This design comes from an exercise in tuning for small area on the open sky130 flow, not from production work. RTL that was checked went through simulation tests only; none was proved equivalent to the original. No activity file was given, so power comes from the tool's default toggle rates.

build 83:
==> flow/design.v (excerpt) <==
module simplecvm_core (
    input  wire        clk,
    input  wire        rst,
    output reg         mem_req,
    input  wire        mem_gnt,
    output wire        mem_we,
    output wire        mem_wide,
    output wire [14:0] mem_addr,
    output wire [15:0] mem_wdata,
    input  wire        mem_rvalid,
    input  wire [15:0] mem_rdata,
    output wire        out_valid,
    output wire        out_chr,
    output wire [15:0] out_data,
    output wire        halted,
    output wire        faulted,
    output wire [2:0]  fault_cause,
    output wire [15:0] fault_pc,
    output wire [15:0] fault_info
);
Settings: LEC_CHECK=0, ABC_AREA=1, CAP_MARGIN=20, CORE_MARGIN=2, CORE_UTILIZATION=40, SLEW_MARGIN=20; clock period 8.0 ns.
standard.sh (not shown) runs the stock make flow with config.mk's settings and CLKGATE_MAP_FILE= SYNTH_SCRIPT=/design/flow/synth_recipe.tcl, a recipe that flattens the netlist after the stock synthesis.
==> flow/flow/run.sh <==
#!/bin/bash
# The standard layout (standard.sh, with its standard synthesis), with two
# changes: the smallest buffer on the ports, and a smaller clock tree without
# dummy loads.  Each tool's output is in standard.log and orfs/logs/.
export BUFFER_PORTS_ARGS="-buffer_cell sky130_fd_sc_hd__buf_1"
export CTS_ARGS="-sink_clustering_enable -repair_clock_nets -dont_use_dummy_load -buf_list sky130_fd_sc_hd__clkbuf_4 -sink_clustering_size 20 -sink_clustering_max_diameter 60"
bash standard.sh finish > standard.log 2>&1
Relative to build 83, the following input files were edited for trial 66:
--- a/flow/design.v
+++ b/flow/design.v
@@ -69,15 +69,18 @@
     assign halted      = (state == S_HALT);
     assign faulted     = (state[4:3] == 2'b10) && (state[2:0] != 3'd0);
     assign fault_cause = (state == S_F2) ? 3'd2 :
                          (state == S_F3) ? 3'd3 :
                          (state == S_F4) ? 3'd4 : 3'd1;
     assign fault_pc    = pc;
     wire   f_fetch = (state == S_F1);
-    assign fault_info  = {w[15] | f_fetch, w[14:0] & {15{~f_fetch}}};
+    wire   f_reg   = (state == S_F2);
+    assign fault_info  = {w[15] & ~f_reg | f_fetch,
+                          w[14:8] & {7{~(f_reg | f_fetch)}},
+                          f_reg ? rb : (w[7:0] & {8{~f_fetch}})};
     wire op_load   = (op == 5'h01);
     wire op_loadi  = (op == 5'h02);
     wire op_store  = (op == 5'h03);
     wire op_storei = (op == 5'h04);
     wire op_jmp    = (op >= 5'h05) && (op <= 5'h08);
     wire op_addi   = (op == 5'h09) || (op == 5'h0B);
     wire op_addr   = (op == 5'h0A) || (op == 5'h0C);
@@ -168,15 +171,14 @@
     wire        sci = first ? op_sub : cy;
     wire        ss, sco;
     simplecvm_alu u_alu (.a(sa), .b(sb), .ci(sci), .s(ss), .co(sco));
     wire        set_flags = op_alu || !lo[1];
     wire        wr  = pass_on || init;
     wire        wb  = ss && !init;
     always @(posedge clk) begin
-        cy <= sco;
         x0 <= {(wr && (init || lo == 2'd0)) ? wb : x0[0], x0[15:1]};
         x1 <= {(wr && (init || lo == 2'd1)) ? wb : x1[0], x1[15:1]};
         x2 <= {(wr && (init || lo == 2'd2)) ? wb : x2[0], x2[15:1]};
         x3 <= {(wr && (init || lo == 2'd3)) ? wb : x3[0], x3[15:1]};
     end
     wire        legal_new;
     simplecvm_decode u_dec (.op(mem_rdata[7:0]), .legal(legal_new));
@@ -191,14 +193,15 @@
             fz        <= 1'b0;
             fn        <= 1'b0;
             fo        <= 1'b0;
         end else begin
             ph        <= ph + 4'd1;
             if (ph == 4'd15) init <= 1'b0;
             if (pass_on) begin
+                cy <= sco;
                 if (set_flags) begin
                     fz <= (first || fz) && !ss;
                     if (ph == 4'd15) begin
                         fn <= ss;
                         if (op_alu) fo <= sci ^ sco;
                     end
                 end
@@ -213,23 +216,19 @@
                     w  <= mem_rdata;
                     if (!legal_new) state <= S_F4;
                     else if (mem_rdata[4:0] == 5'h00) state <= S_HALT;
                     else state <= S_FB;
                 end
                 S_FBW: if (mem_rvalid) begin
                     rb <= mem_rdata[7:0];
-                    w  <= mem_rdata;          
                     state <= f4 ? S_FC : S_EX;
                 end
                 S_FCW: if (mem_rvalid) begin
-                    if (reg_bad) state <= S_F2;    
-                    else begin
-                        w <= mem_rdata;
-                        state <= S_EX;
-                    end
+                    w <= mem_rdata;
+                    state <= S_EX;
                 end
                 S_EX: begin
                     if (reg_bad) state <= S_F2;
                     else if (op_store) state <= oob ? S_F1D : S_STW;
                     else if (op_jmp) begin
                         if (w[15]) state <= S_F3;
                         else if (jump_taken) begin pc <= aout; state <= S_FA; end
==> run summary <==
Utilization build 83 -> trial 66: down. Per the comparison of trial 66 with build 83, post-route total power now sits higher; number of filler cells placed in the layout now sits higher; setup slack after layout now sits lower; worst hold slack now sits higher. Relative to build 83, the final cell area reported for trial 66 is higher. Going from build 83 to trial 66, data arrival time of the critical path now larger, combined flip-flop and latch cell area now larger, final critical-path share of the clock period now larger, combinational fraction of design power now larger. Of build 83 and trial 66, the higher complex-gate fraction of the synthesized area belongs to trial 66. Looking at build 83 and trial 66, the starting density of the core is a wash. On fraction of area in clock buffers and inverters, trial 66 tracks build 83 almost exactly.
Function not checked in trial 66: the RTL went through the layout flow alone.

[afterwards: timing with drivers on the ports]
Ports are ideal in the flow. The routed layouts listed here were re-timed in OpenROAD.
Step 1 (the two cells are an assumption about what drives the block):
set clk [get_ports {clk}]
set_driving_cell -lib_cell sky130_fd_sc_hd__clkbuf_16 $clk
set_driving_cell -lib_cell sky130_fd_sc_hd__buf_2 [delete_from_list [all_inputs] $clk]
Step 2, shift: input delay + t, output delay - t, t = (earliest + latest rising clock arrival at the registers) / 2. This alone moves slack from input paths to output paths.
Slacks: ideal / step 1 / step 2; pairs: ideal / step 1.
run | t (ns) | setup WS [ns] | worst setup path after step 2 | clock arrival spread, ns | worst data-port slew with drivers (ns)
build 83 | 0.536 | 1.436 / 1.403 / 1.939 | register to output | 0.049 / 0.049 | 0.05
trial 66 | 0.528 | 1.296 / 1.261 / 1.789 | register to output | 0.045 / 0.045 | 0.04
After both steps setup and hold are still met in every run listed.
